What follows belongs to an exercise in optimizing a design on an open flow for small area, a short achievable clock period and few clock cycles per item; a production flow would make more cautious choices. Function was checked by simulation only, so behaviour that the tests miss may differ from the original.

==> flow/design.v (outline; a module is shown in full before it is edited, if it fits) <==
// module gtd_tone: 251 lines
// module gtd_unit: 963 lines
// module gtd_unit3: 963 lines
// module gtd_comb: 484 lines
module gtd_tone (
    input  wire         clk,
    input  wire         rst,             
    input  wire [15:0]  cfg_n,
    input  wire [2:0]   cfg_nt,
    input  wire [17:0]  cfg_coeff0,
    input  wire [17:0]  cfg_coeff1,
    input  wire [17:0]  cfg_coeff2,
    input  wire [17:0]  cfg_coeff3,
    input  wire         cfg_line_src,
    input  wire         cfg_slice_inv,
    input  wire         in_valid,
    output wire         in_ready,
    input  wire [15:0]  in_sample,
    input  wire         clear,
    output reg          res_valid,
    output reg          res_kind,
    output reg  [1:0]   res_sym,
    output reg          res_level,
    output reg          res_level_valid,
    output wire [255:0] res_power
);
  // ...
==> flow/run.sh <==
#!/bin/bash
# synth_recipe.tcl (not shown) runs the flow's synth.tcl, then flattens the netlist and writes it again
# the make line also repeats each setting of config.mk as NAME=value (left out here)
make -C /OpenROAD-flow-scripts/flow DESIGN_CONFIG=/design/flow/config.mk WORK_HOME=/design/flow/orfs CLKGATE_MAP_FILE= SYNTH_SCRIPT=/design/flow/synth_recipe.tcl finish
==> flow/config.mk <==
export PLATFORM = sky130hd
export DESIGN_NAME = gtd_tone
export DESIGN_NICKNAME = gtd_tone
export VERILOG_FILES = /design/flow/design.v
export SDC_FILE = /design/flow/constraint.sdc
export NUM_CORES = 4
export LEC_CHECK = 0
export ABC_AREA = 1
export CAP_MARGIN = 30
export CORE_MARGIN = 2
export CORE_UTILIZATION = 30
export PLACE_DENSITY = 0.45
export SLEW_MARGIN = 30
==> flow/constraint.sdc <==
create_clock -name core_clock -period 20.0 [get_ports {clk}]
set_input_delay 4.0000 -clock core_clock [delete_from_list [all_inputs] [get_ports {clk}]]
set_output_delay 4.0000 -clock core_clock [all_outputs]
set_load 0.01 [all_outputs]
==> flow_summary.ini, run 1 <==
[outcome]
status = finished clean

[global_routing]
grt_use_met1 = 0.494
grt_max_degree = 202

[yosys]
yosysTopAreaCellShare = 0.206
synth_nets = 24900
synth_top_family_by_area = adder cells
synth_most_common_cell = inv_1
syn-cell-area_mm2 = 0.168
ys_seq_elements = 1356
synth_area_per_cell_um2 = 7.63
synth_warnings = 3

[worst_setup_path]
r2r_cells = 25
crit_type = register to register
r2r-start = smode_r
end_kind = register
crit_required_ns = 20.89
crit_start = smode_r

[layout]
final_cell_mix = inv_1, nand2_1, xor2_1, o22ai_1, fa_1
final_area_mm2 = 0.188
area_delta_synth_final_pct = 12.3

[place]
place_inst = 29000
portBuffers = 375
dp_slack_ns = 10.85
placedInstanceArea_mm2 = 0.181
dp_hpwl_um = 888000

[sta]
final_hold_viol_count = 0
finalClockSkew_ns = 0.105
final.min_clock_period_ns = 9.74

[min_path]
hold_path.class = register to register
worstHoldStart = q0[1]
whs_endpoint = acc_e[1]

[clocking]
htreeDepth = 4
clk-insertion-delay-late_ns = 1.01
post_cts_resized = 0
cts_tree = yes

[floorplanning]
die_h_um = 751

[detailed_routing]
wl_um = 1130000
route.vias.total = 170000
Testbench counts, summed over its fixed seeds: cycles 11,792, samples 9,600.
==> module gtd_tone, before the edit <==
module gtd_tone (
    input  wire         clk,
    input  wire         rst,             
    input  wire [15:0]  cfg_n,
    input  wire [2:0]   cfg_nt,
    input  wire [17:0]  cfg_coeff0,
    input  wire [17:0]  cfg_coeff1,
    input  wire [17:0]  cfg_coeff2,
    input  wire [17:0]  cfg_coeff3,
    input  wire         cfg_line_src,
    input  wire         cfg_slice_inv,
    input  wire         in_valid,
    output wire         in_ready,
    input  wire [15:0]  in_sample,
    input  wire         clear,
    output reg          res_valid,
    output reg          res_kind,
    output reg  [1:0]   res_sym,
    output reg          res_level,
    output reg          res_level_valid,
    output wire [255:0] res_power
);
    function [8:0] odd;
        input [17:0] v;
        odd = {v[17], v[15], v[13], v[11], v[9], v[7], v[5], v[3], v[1]};
    endfunction
    reg         rdy;
    reg  [15:0] wc;
    reg         wfirst;
    reg  [15:0] n_r;
    reg  [2:0]  nt_r;
    reg         inv_r;
    reg  [15:0] x_r;         
    reg         v_r, last_r, src_r;
    reg         rst_r, clear_r;
    reg         wdec;        
    wire [15:0] n_eff  = (cfg_n == 16'd0) ? 16'd1 : cfg_n;
    wire [2:0]  nt_eff = (cfg_nt == 3'd0) ? 3'd1 : (cfg_nt > 3'd4) ? 3'd4 : cfg_nt;
    wire [15:0] wc_p1  = wc + 16'd1;
    wire        is_last = wfirst ? (cfg_n[15:1] == 15'd0) : (wc_p1 >= n_r);
    wire        accept  = in_valid & rdy;
    assign in_ready = rdy;
    reg  [47:0] s1_0, s1_1, s1_2, s1_3;
    reg  [47:0] s2_0, s2_1, s2_2, s2_3;
    reg  [17:0] a0, a1, a2, a3;
    reg  [8:0]  ng3;         
    reg         smode_r, zen3_r, acyc_r;
    reg  [1:0]  lsel;        
    reg  [3:0]  pstep;       
    reg  [3:0]  cstep;       
    reg         dec_go;
    wire smode = smode_r;    
    reg  [47:0] s2_l;
    always @* begin
        case (lsel)
            2'd0: s2_l = s2_0;
            2'd1: s2_l = s2_1;
            2'd2: s2_l = s2_2;
            default: s2_l = s2_3;
        endcase
    end
    wire [47:0] z3 = smode ? s2_3 : s2_l;
    wire [65:0] r0, r1, r2, r3;
    gtd_unit u0 (.a(a0), .ng(odd(a0)), .b(s1_0), .z(s2_0), .zen(smode), .zinv(smode),
                 .x(x_r), .r(r0));
    gtd_unit u1 (.a(a1), .ng(odd(a1)), .b(s1_1), .z(s2_1), .zen(smode), .zinv(smode),
                 .x(x_r), .r(r1));
    gtd_unit u2 (.a(a2), .ng(odd(a2)), .b(s1_2), .z(s2_2), .zen(smode), .zinv(smode),
                 .x(x_r), .r(r2));
    gtd_unit3 u3 (.a(a3), .ng(ng3), .b(s1_3), .z(z3), .zen(zen3_r), .zinv(smode),
                 .x(x_r), .r(r3));
    wire [47:0] v0 = r0[61:14];
    wire [47:0] v1 = r1[61:14];
    wire [47:0] v2 = r2[61:14];
    wire [47:0] v3 = r3[61:14];
    reg  [64:0] q0, q1, q2, q3;
    reg  [65:0] rr;
    reg  [94:0] acc_e, acc_o;
    reg  [63:0] p0, p1, p2, p3;
    reg         n0, n1, n2, n3, o0, o1, o2, o3;
    wire        cb = (cstep == 4'd4) | (cstep == 4'd6) | (cstep == 4'd8) | (cstep == 4'd9);
    wire        ce = (cstep == 4'd4) | (cstep == 4'd8);
    wire [94:0] acc_in = cb ? (ce ? acc_e : acc_o) : 95'd0;
    wire [114:0] t;
    gtd_comb cmb (.q0(q0), .q1(q1), .q2(q2), .q3(q3), .acc(acc_in), .t(t));
    wire [63:0] p_new = t[77:14];
    wire        n_new = t[114];
    wire        o_new = |t[113:78];
    wire [63:0] c0 = n0 ? 64'd0 : o0 ? {64{1'b1}} : p0;
    wire [63:0] c1 = n1 ? 64'd0 : o1 ? {64{1'b1}} : p1;
    wire [63:0] c2 = n2 ? 64'd0 : o2 ? {64{1'b1}} : p2;
    wire [63:0] c3 = n3 ? 64'd0 : o3 ? {64{1'b1}} : p3;
    assign res_power = {p3, p2, p1, p0};
    wire g10 = c1 > c0, g20 = c2 > c0, g30 = c3 > c0;
    wire g21 = c2 > c1, g31 = c3 > c1, g32 = c3 > c2;
    wire e1 = (nt_r > 3'd1), e2 = (nt_r > 3'd2), e3 = (nt_r > 3'd3);
    wire d1 = e1 & g10 & ~(e2 & g21) & ~(e3 & g31);
    wire d2 = e2 & g20 & g21 & ~(e3 & g32);
    wire d3 = e3 & g30 & g31 & g32;
    wire [1:0] dec = d3 ? 2'd3 : d2 ? 2'd2 : d1 ? 2'd1 : 2'd0;
    reg  [31:0] ssum;
    wire [31:0] ssum_n = ssum + {{16{x_r[15]}}, x_r};
    wire        start_pw = v_r & last_r & ~src_r;
    wire [3:0]  pstep_n  = (pstep != 4'd0) ? ((pstep == 4'd9) ? 4'd0 : pstep + 4'd1)
                                           : (start_pw ? 4'd1 : 4'd0);
    wire        upd      = v_r & ~src_r;
    wire        zero_l   = rst_r | (pstep == 4'd9) | (clear_r & smode);
    reg         na, nb;
    reg  [1:0]  la;
    reg  [47:0] bval;        
    always @* begin
        na = 1'b0; nb = 1'b0; la = 2'd0;
        bval = s1_0;
        case (pstep_n)
            4'd2: begin na = 1'b1; la = 2'd0; bval = s1_0; end
            4'd3: begin na = 1'b1; la = 2'd1; bval = p1[47:0]; end
            4'd4: begin nb = 1'b1; bval = s2_0; end
            4'd5: begin na = 1'b1; la = 2'd2; bval = p2[47:0]; end
            4'd6: begin nb = 1'b1; bval = s2_1; end
            4'd7: begin na = 1'b1; la = 2'd3; bval = p3[47:0]; end
            4'd8: begin nb = 1'b1; bval = s2_2; end
            4'd9: begin nb = 1'b1; bval = s2_3; end
            default: ;
        endcase
    end
    reg  [17:0] c_sel;
    always @* begin
        case (la)
            2'd0: c_sel = cfg_coeff0;
            2'd1: c_sel = cfg_coeff1;
            2'd2: c_sel = cfg_coeff2;
            default: c_sel = cfg_coeff3;
        endcase
    end
    wire [17:0] rtop = {{3{rr[65]}}, rr[65:51]};
    always @(posedge clk) begin
        rst_r   <= rst;
        clear_r <= clear;
        n_r   <= n_eff;
        nt_r  <= nt_eff;
        inv_r <= cfg_slice_inv;
        x_r   <= (accept & ~rst) ? in_sample : 16'd0;
        q0 <= r0[64:0];
        q1 <= r1[64:0];
        q2 <= r2[64:0];
        q3 <= acyc_r ? 65'd0 : r3[64:0];    
        if (acyc_r) rr <= r3;
        res_valid <= 1'b0;
        smode_r   <= rst | (pstep_n == 4'd0);
        zen3_r    <= rst | (pstep_n == 4'd0) | na;
        acyc_r    <= ~rst & na;
        if (rst) begin
            rdy    <= 1'b1;
            wdec   <= 1'b0;
            wc     <= 16'd0;
            wfirst <= 1'b1;
            v_r    <= 1'b0;
            last_r <= 1'b0;
            src_r  <= 1'b0;
            pstep  <= 4'd0;
            cstep  <= 4'd0;
            dec_go <= 1'b0;
            ssum   <= 32'd0;
        end else begin
            if (pstep == 4'd8) begin
                if (n_r > 16'd1) rdy <= 1'b1;
                else wdec <= 1'b1;
            end
            if (dec_go & wdec) begin
                rdy  <= 1'b1;
                wdec <= 1'b0;
            end
            v_r <= accept;
            if (accept) begin
                last_r <= is_last;
                src_r  <= cfg_line_src;
                if (is_last) begin
                    wc     <= 16'd0;
                    wfirst <= 1'b1;
                    if (!cfg_line_src) rdy <= 1'b0;
                end else begin
                    wc     <= wc_p1;
                    wfirst <= 1'b0;
                end
            end else if (clear) begin
                wc     <= 16'd0;
                wfirst <= 1'b1;
            end
            pstep  <= pstep_n;
            cstep  <= pstep;
            dec_go <= (cstep == 4'd9);
            if (v_r & src_r) begin
                if (last_r) begin
                    ssum            <= 32'd0;
                    res_valid       <= 1'b1;
                    res_kind        <= 1'b1;
                    res_level       <= (~ssum_n[31] & (|ssum_n)) ^ inv_r;
                    res_level_valid <= 1'b1;
                end else begin
                    ssum <= ssum_n;
                end
            end
            if (clear & ~(v_r & last_r)) ssum <= 32'd0;
            if (dec_go) begin
                res_valid       <= 1'b1;
                res_kind        <= 1'b0;
                res_sym         <= dec;
                res_level       <= (dec == 2'd0);
                res_level_valid <= (nt_r == 3'd2);
            end
        end
        if (zero_l) begin
            s1_0 <= 48'd0; s1_1 <= 48'd0; s1_2 <= 48'd0; s1_3 <= 48'd0;
            s2_0 <= 48'd0; s2_1 <= 48'd0; s2_2 <= 48'd0; s2_3 <= 48'd0;
        end else if (na | nb) begin
            s1_0 <= bval; s1_1 <= bval; s1_2 <= bval; s1_3 <= bval;
        end else if (upd) begin
            s1_0 <= v0; s1_1 <= v1; s1_2 <= v2; s1_3 <= v3;
            s2_0 <= s1_0; s2_1 <= s1_1; s2_2 <= s1_2; s2_3 <= s1_3;
        end
        if (na) begin
            a0   <= {1'b0, bval[16:0]};
            a1   <= {1'b0, bval[33:17]};
            a2   <= {{4{bval[47]}}, bval[47:34]};
            a3   <= c_sel;
            ng3  <= ~odd(c_sel);
            lsel <= la;
        end else if (nb) begin
            a0   <= {1'b0, rr[16:0]};
            a1   <= {1'b0, rr[33:17]};
            a2   <= {1'b0, rr[50:34]};
            a3   <= rtop;
            ng3  <= odd(rtop);
        end else begin
            a0 <= cfg_coeff0; a1 <= cfg_coeff1; a2 <= cfg_coeff2; a3 <= cfg_coeff3;
            ng3 <= odd(cfg_coeff3);
        end
        if (cstep == 4'd2 || cstep == 4'd5) acc_e <= t[94:0];
        if (cstep == 4'd3 || cstep == 4'd7) acc_o <= t[94:0];
        if (pstep == 4'd1) begin
            p0 <= {16'd0, s1_0}; p1 <= {16'd0, s1_1}; p2 <= {16'd0, s1_2}; p3 <= {16'd0, s1_3};
            n0 <= 1'b0; n1 <= 1'b0; n2 <= 1'b0; n3 <= 1'b0;
            o0 <= 1'b0; o1 <= 1'b0; o2 <= 1'b0; o3 <= 1'b0;
        end else begin
            if (cstep == 4'd4) begin p0 <= p_new; n0 <= n_new; o0 <= o_new; end else p0 <= c0;
            if (cstep == 4'd6) begin p1 <= p_new; n1 <= n_new; o1 <= o_new; end else p1 <= c1;
            if (cstep == 4'd8) begin p2 <= p_new; n2 <= n_new; o2 <= o_new; end else p2 <= c2;
            if (cstep == 4'd9) begin p3 <= p_new; n3 <= n_new; o3 <= o_new; end else p3 <= c3;
        end
    end
endmodule
==> run 2: changes to the inputs <==
--- a/flow/design.v
+++ b/flow/design.v
@@ -15,19 +15,29 @@
     input  wire         clear,
     output reg          res_valid,
     output reg          res_kind,
     output reg  [1:0]   res_sym,
     output reg          res_level,
     output reg          res_level_valid,
     output wire [255:0] res_power
 );
-    function [8:0] odd;
+    function [26:0] enc;
         input [17:0] v;
-        odd = {v[17], v[15], v[13], v[11], v[9], v[7], v[5], v[3], v[1]};
+        input        f;
+        integer i;
+        reg [18:0] e;
+        begin
+            e = {v, 1'b0};
+            for (i = 0; i < 9; i = i + 1) begin
+                enc[i]      = e[2*i+1] ^ e[2*i];
+                enc[9 + i]  = (e[2*i+2] & ~e[2*i+1] & ~e[2*i]) | (~e[2*i+2] & e[2*i+1] & e[2*i]);
+                enc[18 + i] = e[2*i+2] ^ f;
+            end
+        end
     endfunction
     reg         rdy;
     reg  [15:0] wc;
     reg         wfirst;
     reg  [15:0] n_r;
     reg  [2:0]  nt_r;
     reg         inv_r;
     reg  [15:0] x_r;         
@@ -37,18 +47,17 @@
     wire [15:0] n_eff  = (cfg_n == 16'd0) ? 16'd1 : cfg_n;
     wire [2:0]  nt_eff = (cfg_nt == 3'd0) ? 3'd1 : (cfg_nt > 3'd4) ? 3'd4 : cfg_nt;
     wire [15:0] wc_p1  = wc + 16'd1;
     wire        is_last = wfirst ? (cfg_n[15:1] == 15'd0) : (wc_p1 >= n_r);
     wire        accept  = in_valid & rdy;
     assign in_ready = rdy;
     reg  [47:0] s1_0, s1_1, s1_2, s1_3;
     reg  [47:0] s2_0, s2_1, s2_2, s2_3;
-    reg  [17:0] a0, a1, a2, a3;
-    reg  [8:0]  ng3;         
+    reg  [26:0] bd0, bd1, bd2, bd3;   
     reg         smode_r, zen3_r, acyc_r;
     reg  [1:0]  lsel;        
     reg  [3:0]  pstep;       
     reg  [3:0]  cstep;       
     reg         dec_go;
     wire smode = smode_r;    
     reg  [47:0] s2_l;
     always @* begin
@@ -56,36 +65,33 @@
             2'd0: s2_l = s2_0;
             2'd1: s2_l = s2_1;
             2'd2: s2_l = s2_2;
             default: s2_l = s2_3;
         endcase
     end
     wire [47:0] z3 = smode ? s2_3 : s2_l;
     wire [65:0] r0, r1, r2, r3;
-    gtd_unit u0 (.a(a0), .ng(odd(a0)), .b(s1_0), .z(s2_0), .zen(smode), .zinv(smode),
+    gtd_unit u0 (.e(bd0), .b(s1_0), .z(s2_0), .zen(smode), .zinv(smode),
                  .x(x_r), .r(r0));
-    gtd_unit u1 (.a(a1), .ng(odd(a1)), .b(s1_1), .z(s2_1), .zen(smode), .zinv(smode),
+    gtd_unit u1 (.e(bd1), .b(s1_1), .z(s2_1), .zen(smode), .zinv(smode),
                  .x(x_r), .r(r1));
-    gtd_unit u2 (.a(a2), .ng(odd(a2)), .b(s1_2), .z(s2_2), .zen(smode), .zinv(smode),
+    gtd_unit u2 (.e(bd2), .b(s1_2), .z(s2_2), .zen(smode), .zinv(smode),
                  .x(x_r), .r(r2));
-    gtd_unit3 u3 (.a(a3), .ng(ng3), .b(s1_3), .z(z3), .zen(zen3_r), .zinv(smode),
+    gtd_unit3 u3 (.e(bd3), .b(s1_3), .z(z3), .zen(zen3_r), .zinv(smode),
                  .x(x_r), .r(r3));
     wire [47:0] v0 = r0[61:14];
     wire [47:0] v1 = r1[61:14];
     wire [47:0] v2 = r2[61:14];
     wire [47:0] v3 = r3[61:14];
     reg  [64:0] q0, q1, q2, q3;
     reg  [65:0] rr;
-    reg  [94:0] acc_e, acc_o;
+    reg  [94:0] acc_s, acc_in;
     reg  [63:0] p0, p1, p2, p3;
     reg         n0, n1, n2, n3, o0, o1, o2, o3;
-    wire        cb = (cstep == 4'd4) | (cstep == 4'd6) | (cstep == 4'd8) | (cstep == 4'd9);
-    wire        ce = (cstep == 4'd4) | (cstep == 4'd8);
-    wire [94:0] acc_in = cb ? (ce ? acc_e : acc_o) : 95'd0;
     wire [114:0] t;
     gtd_comb cmb (.q0(q0), .q1(q1), .q2(q2), .q3(q3), .acc(acc_in), .t(t));
     wire [63:0] p_new = t[77:14];
     wire        n_new = t[114];
     wire        o_new = |t[113:78];
     wire [63:0] c0 = n0 ? 64'd0 : o0 ? {64{1'b1}} : p0;
     wire [63:0] c1 = n1 ? 64'd0 : o1 ? {64{1'b1}} : p1;
     wire [63:0] c2 = n2 ? 64'd0 : o2 ? {64{1'b1}} : p2;
@@ -214,65 +220,56 @@
             s2_0 <= 48'd0; s2_1 <= 48'd0; s2_2 <= 48'd0; s2_3 <= 48'd0;
         end else if (na | nb) begin
             s1_0 <= bval; s1_1 <= bval; s1_2 <= bval; s1_3 <= bval;
         end else if (upd) begin
             s1_0 <= v0; s1_1 <= v1; s1_2 <= v2; s1_3 <= v3;
             s2_0 <= s1_0; s2_1 <= s1_1; s2_2 <= s1_2; s2_3 <= s1_3;
         end
         if (na) begin
-            a0   <= {1'b0, bval[16:0]};
-            a1   <= {1'b0, bval[33:17]};
-            a2   <= {{4{bval[47]}}, bval[47:34]};
-            a3   <= c_sel;
-            ng3  <= ~odd(c_sel);
+            bd0  <= enc({1'b0, bval[16:0]}, 1'b0);
+            bd1  <= enc({1'b0, bval[33:17]}, 1'b0);
+            bd2  <= enc({{4{bval[47]}}, bval[47:34]}, 1'b0);
+            bd3  <= enc(c_sel, 1'b1);
             lsel <= la;
         end else if (nb) begin
-            a0   <= {1'b0, rr[16:0]};
-            a1   <= {1'b0, rr[33:17]};
-            a2   <= {1'b0, rr[50:34]};
-            a3   <= rtop;
-            ng3  <= odd(rtop);
+            bd0  <= enc({1'b0, rr[16:0]}, 1'b0);
+            bd1  <= enc({1'b0, rr[33:17]}, 1'b0);
+            bd2  <= enc({1'b0, rr[50:34]}, 1'b0);
+            bd3  <= enc(rtop, 1'b0);
         end else begin
-            a0 <= cfg_coeff0; a1 <= cfg_coeff1; a2 <= cfg_coeff2; a3 <= cfg_coeff3;
-            ng3 <= odd(cfg_coeff3);
+            bd0 <= enc(cfg_coeff0, 1'b0); bd1 <= enc(cfg_coeff1, 1'b0);
+            bd2 <= enc(cfg_coeff2, 1'b0); bd3 <= enc(cfg_coeff3, 1'b0);
         end
-        if (cstep == 4'd2 || cstep == 4'd5) acc_e <= t[94:0];
-        if (cstep == 4'd3 || cstep == 4'd7) acc_o <= t[94:0];
+        if (cstep == 4'd2 || cstep == 4'd3 || cstep == 4'd5 || cstep == 4'd7) acc_s <= t[94:0];
+        acc_in <= (cstep == 4'd3 || cstep == 4'd5 || cstep == 4'd7 || cstep == 4'd8) ? acc_s : 95'd0;
         if (pstep == 4'd1) begin
             p0 <= {16'd0, s1_0}; p1 <= {16'd0, s1_1}; p2 <= {16'd0, s1_2}; p3 <= {16'd0, s1_3};
             n0 <= 1'b0; n1 <= 1'b0; n2 <= 1'b0; n3 <= 1'b0;
             o0 <= 1'b0; o1 <= 1'b0; o2 <= 1'b0; o3 <= 1'b0;
         end else begin
             if (cstep == 4'd4) begin p0 <= p_new; n0 <= n_new; o0 <= o_new; end else p0 <= c0;
             if (cstep == 4'd6) begin p1 <= p_new; n1 <= n_new; o1 <= o_new; end else p1 <= c1;
             if (cstep == 4'd8) begin p2 <= p_new; n2 <= n_new; o2 <= o_new; end else p2 <= c2;
             if (cstep == 4'd9) begin p3 <= p_new; n3 <= n_new; o3 <= o_new; end else p3 <= c3;
         end
     end
 endmodule
 module gtd_unit (
-    input  wire [17:0] a,
-    input  wire [8:0]  ng,
+    input  wire [26:0] e,       
     input  wire [47:0] b,
     input  wire [47:0] z,
     input  wire        zen,
     input  wire        zinv,
     input  wire [15:0] x,
     output wire [65:0] r
 );
-    wire [18:0] ae = {a, 1'b0};
     wire [48:0] be = {b[47], b};
-    wire [8:0] one, two, neg;
+    wire [8:0] one = e[8:0], two = e[17:9], neg = e[26:18];
     genvar i, j;
-    generate for (i = 0; i < 9; i = i + 1) begin : enc
-        assign one[i] = ae[2*i+1] ^ ae[2*i];
-        assign two[i] = (ae[2*i+2] & ~ae[2*i+1] & ~ae[2*i]) | (~ae[2*i+2] & ae[2*i+1] & ae[2*i]);
-        assign neg[i] = ng[i];
-    end endgenerate
     wire [48:0] pp [0:8];
     generate for (i = 0; i < 9; i = i + 1) begin : ppg
         assign pp[i][0] = (one[i] & be[0]) ^ neg[i];
         for (j = 1; j < 49; j = j + 1) begin : bt
             assign pp[i][j] = ((one[i] & be[j]) | (two[i] & be[j-1])) ^ neg[i];
         end
     end endgenerate
     wire [47:0] zr = ({48{zen}} & z) ^ {48{zinv}};
@@ -1208,34 +1205,27 @@
     assign u_928 = (~pp[7][48] & pp[8][46]) | (~pp[7][48] & u_806) | (pp[8][46] & u_806);
     assign u_929 = 1'b1 ^ pp[8][47];
     assign u_930 = 1'b1 & pp[8][47];
     wire [65:0] s0 = {1'b1, u_930, u_928, u_926, u_924, u_922, u_920, u_918, u_916, u_914, u_912, u_910, u_908, u_906, u_904, u_902, u_900, u_898, u_896, u_894, u_892, u_890, u_888, u_886, u_884, u_882, u_880, u_878, u_876, u_874, u_872, u_870, u_868, u_866, u_864, u_862, u_860, u_858, u_856, u_854, u_852, u_850, u_848, u_846, u_844, u_842, u_840, u_838, u_836, u_834, u_832, u_830, u_828, u_826, u_824, u_822, u_820, u_818, u_816, u_814, u_812, u_810, u_808, u_807, pp[0][1], neg[0]};
     wire [65:0] s1 = {1'b0, ~pp[8][48], u_929, u_927, u_925, u_923, u_921, u_919, u_917, u_915, u_913, u_911, u_909, u_907, u_905, u_903, u_901, u_899, u_897, u_895, u_893, u_891, u_889, u_887, u_885, u_883, u_881, u_879, u_877, u_875, u_873, u_871, u_869, u_867, u_865, u_863, u_861, u_859, u_857, u_855, u_853, u_851, u_849, u_847, u_845, u_843, u_841, u_839, u_837, u_835, u_833, u_831, u_829, u_827, u_825, u_823, u_821, u_819, u_817, u_815, u_813, u_811, u_809, pp[1][0], 1'b0, pp[0][0]};
     assign r = s0 + s1;
 endmodule
 module gtd_unit3 (
-    input  wire [17:0] a,
-    input  wire [8:0]  ng,
+    input  wire [26:0] e,       
     input  wire [47:0] b,
     input  wire [47:0] z,
     input  wire        zen,
     input  wire        zinv,
     input  wire [15:0] x,
     output wire [65:0] r
 );
-    wire [18:0] ae = {a, 1'b0};
     wire [48:0] be = {b[47], b};
-    wire [8:0] one, two, neg;
+    wire [8:0] one = e[8:0], two = e[17:9], neg = e[26:18];
     genvar i, j;
-    generate for (i = 0; i < 9; i = i + 1) begin : enc
-        assign one[i] = ae[2*i+1] ^ ae[2*i];
-        assign two[i] = (ae[2*i+2] & ~ae[2*i+1] & ~ae[2*i]) | (~ae[2*i+2] & ae[2*i+1] & ae[2*i]);
-        assign neg[i] = ng[i];
-    end endgenerate
     wire [48:0] pp [0:8];
     generate for (i = 0; i < 9; i = i + 1) begin : ppg
         assign pp[i][0] = (one[i] & be[0]) ^ neg[i];
         for (j = 1; j < 49; j = j + 1) begin : bt
             assign pp[i][j] = ((one[i] & be[j]) | (two[i] & be[j-1])) ^ neg[i];
         end
     end endgenerate
     wire [47:0] zr = ({48{zen}} & z) ^ {48{zinv}};
==> flow_summary.ini, run 2 <==
[detailed_routing]
drt_iter0_drc = 25200
route.detailed.drc = 0
wl_um = 1180000
viasPerCell = 5.84
ant_nets = 0
firstDrtPassIters = 7
wl_per_cell_um = 39.6
route.vias.total = 173000

[yosys]
ys_seq_area_frac = 0.174
yosys-top-cells-count = inv_1, nand2_1, xor2_1
synthCells = 22200
synth_nets = 25100
synth.area.top_cells = fa_1, dfxtp_1, xor2_1
yosysTopAreaCell = fa_1
synth_cell_type_count = 65
synth_area_per_cell_um2 = 7.60
ys_seq_elements = 1383
synthArstFlopShare = 0
synth_warnings = 3
yosysTopAreaCellShare = 0.205
synth_most_common_cell = inv_1
syn-cell-area_mm2 = 0.169
yosys_most_used_dff = dfxtp_1
synth-edff-count = 168

[floorplanning]
dieArea_mm2 = 0.568
coreArea_mm2 = 0.560
die_x_um = 753
rows = 275
die_h_um = 753
io_pins = 376
start_util = 0.301

[sta]
finalClockSkew_ns = 0.0778
rsz0062_at_grt = no
fin_tns_setup_ns = 0
timing.fmax_ghz = 0.118
maxSlewHeadroom = 0.110
worst_pin_slew_ns = 1.30
final_hold_viol_count = 0
layout_setup_ws_ns = 11.55
setup_violations = 0
drv_slew = 0
final.min_clock_period_ns = 8.45
fin_crit_sh = 0.422

[global_routing]
grt_usage = 0.399
grt_max_degree = 172
gr-total-overflow = 0
antenna_found_initial = 249
grt_pass1_wl_um = 1530000
grt_pass1_vias = 164000

[worst_setup_path]
r2r_cells = 23
crit_buf_inv = 5
path_max_fanout = 56
crit_required_ns = 20.88
slowest_stage = o221ai_1
cp_cell_sequence = inv_4 -> nand2_1 -> inv_2 -> buf_4 -> o21ai_0 -> o221ai_1 -> xor2_1 -> fa_1 -> inv_1 -> fa_1 -> fa_1 -> fa_1 -> ha_1 -> nand2_1 -> nor2_1 -> inv_1 -> nor4_1 -> nand3_1 -> nand3_1 -> a21o_1 -> xor2_1 -> nand2_1 -> a21oi_1
arrival_ns = 9.33
cp_slowest_stage_delay_ns = 0.77
crit_path_start_kind = register
crit_type = register to register
crit_family = adder cells
end_kind = register
cp.depth = 23
cp_common_cell = fa_1

[place]
portBuffers = 375
dp_slack_ns = 11.86
dp_hpwl_um = 932000
place_inst = 29200
gp_congestion = 1.11

[clocking]
path_clk_slew_ns = 0.06
post_cts_resized = 0
clock_sinks = 1383
post-cts-setup-buffers = 0
cts-root-buf = clkbuf_16
holdBufCountCts = 0
htreeDepth = 4
cts_tree = yes
cts_buffer_depth = 4
clk-insertion-delay-late_ns = 1.00
cts-buffers-inserted = 187

[layout]
final_nets = 24900
area_delta_synth_final_pct = 12.0
final_common_cell = inv_1
reg_top3 = acc_in x95, acc_s x95, rr x66
drive_gt1_frac = 0.0537
final_cell_mix = inv_1, nand2_1, xor2_1, o22ai_1, fa_1
fillCellCount = 60700
final_cells = 29700

[min_path]
hold_path.class = register to register
hold_path_depth = 0

[outcome]
status = finished clean

[job]
drv_cap = 0
[run 2: cell types whose count changed in the layout (fill, tap and decap cells not counted), moves of 44 or more]
cell and change:
a21oi_1 +129, dfxtp_1 +115, edfxtp_1 -95, inv_1 +74, nand3_1 +48, nor2_1 -164
o21ai_0 +116, o21ai_1 -44, xor2_1 +67
[run 2: per-stage QoR]
stage	util	instance area (um^2)	hold slack [ns]
after CTS	0.336	188000	0.402
final	0.337	189000	0.401
after global routing	0.336	188000	0.411
after detailed placement	0.324	182000	0.389
after floorplan	-	169000	0.386
after global placement	0.323	181000	0.388
[run 2: cell families (layout without fill, tap and decap cells)]
logic type	count (synthesis)	in the layout	synth area share
AO/OA/AOI/OAI	5530	5530	0.187
XOR/XNOR	2159	2159	0.112
adder cells (fa/ha/maj)	2850	2850	0.288
buffers and inverters	5506	5424	0.123
flip-flops	1383	1383	0.174
multiplexers	8	8	0.000483
other	0	150	0
AND/OR/NAND/NOR	4725	4725	0.114
[run 2: worst paths after layout]
check / from / slack, ns / end
worst min register to register: q0[5] / 0.40 / acc_s[5]
worst max register to register: smode_r / 11.55 / s1_3[42]
worst max-delay path: smode_r / 11.55 / s1_3[42]
worst min-delay path: q0[5] / 0.40 / acc_s[5]
[run 2: area by class of cell]
type / instances / area, um^2 / share of cell area
multi-input cells: 15300 / 119000 / 0.632
flip-flops and latches: 1383 / 29400 / 0.156
inverters: 4109 / 15400 / 0.0818
well taps: 7479 / 9360 / 0.0496
repair buffers: 973 / 8480 / 0.0450
clock buffers: 258 / 5400 / 0.0286
clock inverters: 84 / 1020 / 0.00539
diodes: 150 / 375 / 0.00199
[run 2: layer usage]
metal | GRT usage | part of all wire | vias to the layer above
met2 | 0.557 | 0.40 | 12200
met4 | 0.276 | 0.084 | 112
li1 | - | - | 71500
met1 | 0.496 | 0.39 | 86700
met5 | 0.00345 | 0.00069 | -
met3 | 0.163 | 0.13 | 2789
Testbench counts of run 2, summed over its fixed seeds: cycles 11,792, samples 9,600.

-- what the ideal ports hide --
No port has a modelled driver above. Below, the same layouts with a new extraction and two added sets of constraints. Step 1: set_driving_cell puts a clkbuf_16 on clk and a buf_2 on each other input, an assumption about the parent block. Step 2 times the ports against the registers' clock, not the clock port: input delays grow and output delays shrink by t, the midpoint of the rising clock arrivals with the driver on. a / b / c = ideal ports / drivers / drivers and shift; a / b = the first two.
run	t (ns)	setup slack, ns	hold WS [ns]	worst setup path after step 2	clock arrival spread, ns
run 1	1.066	10.264 / 10.264 / 10.264	0.425 / 0.425 / 0.425	register to register	0.109 / 0.110
run 2	1.090	11.551 / 11.551 / 11.551	0.401 / 0.401 / 0.401	register to register	0.078 / 0.078
After both steps every run listed still meets setup and hold.
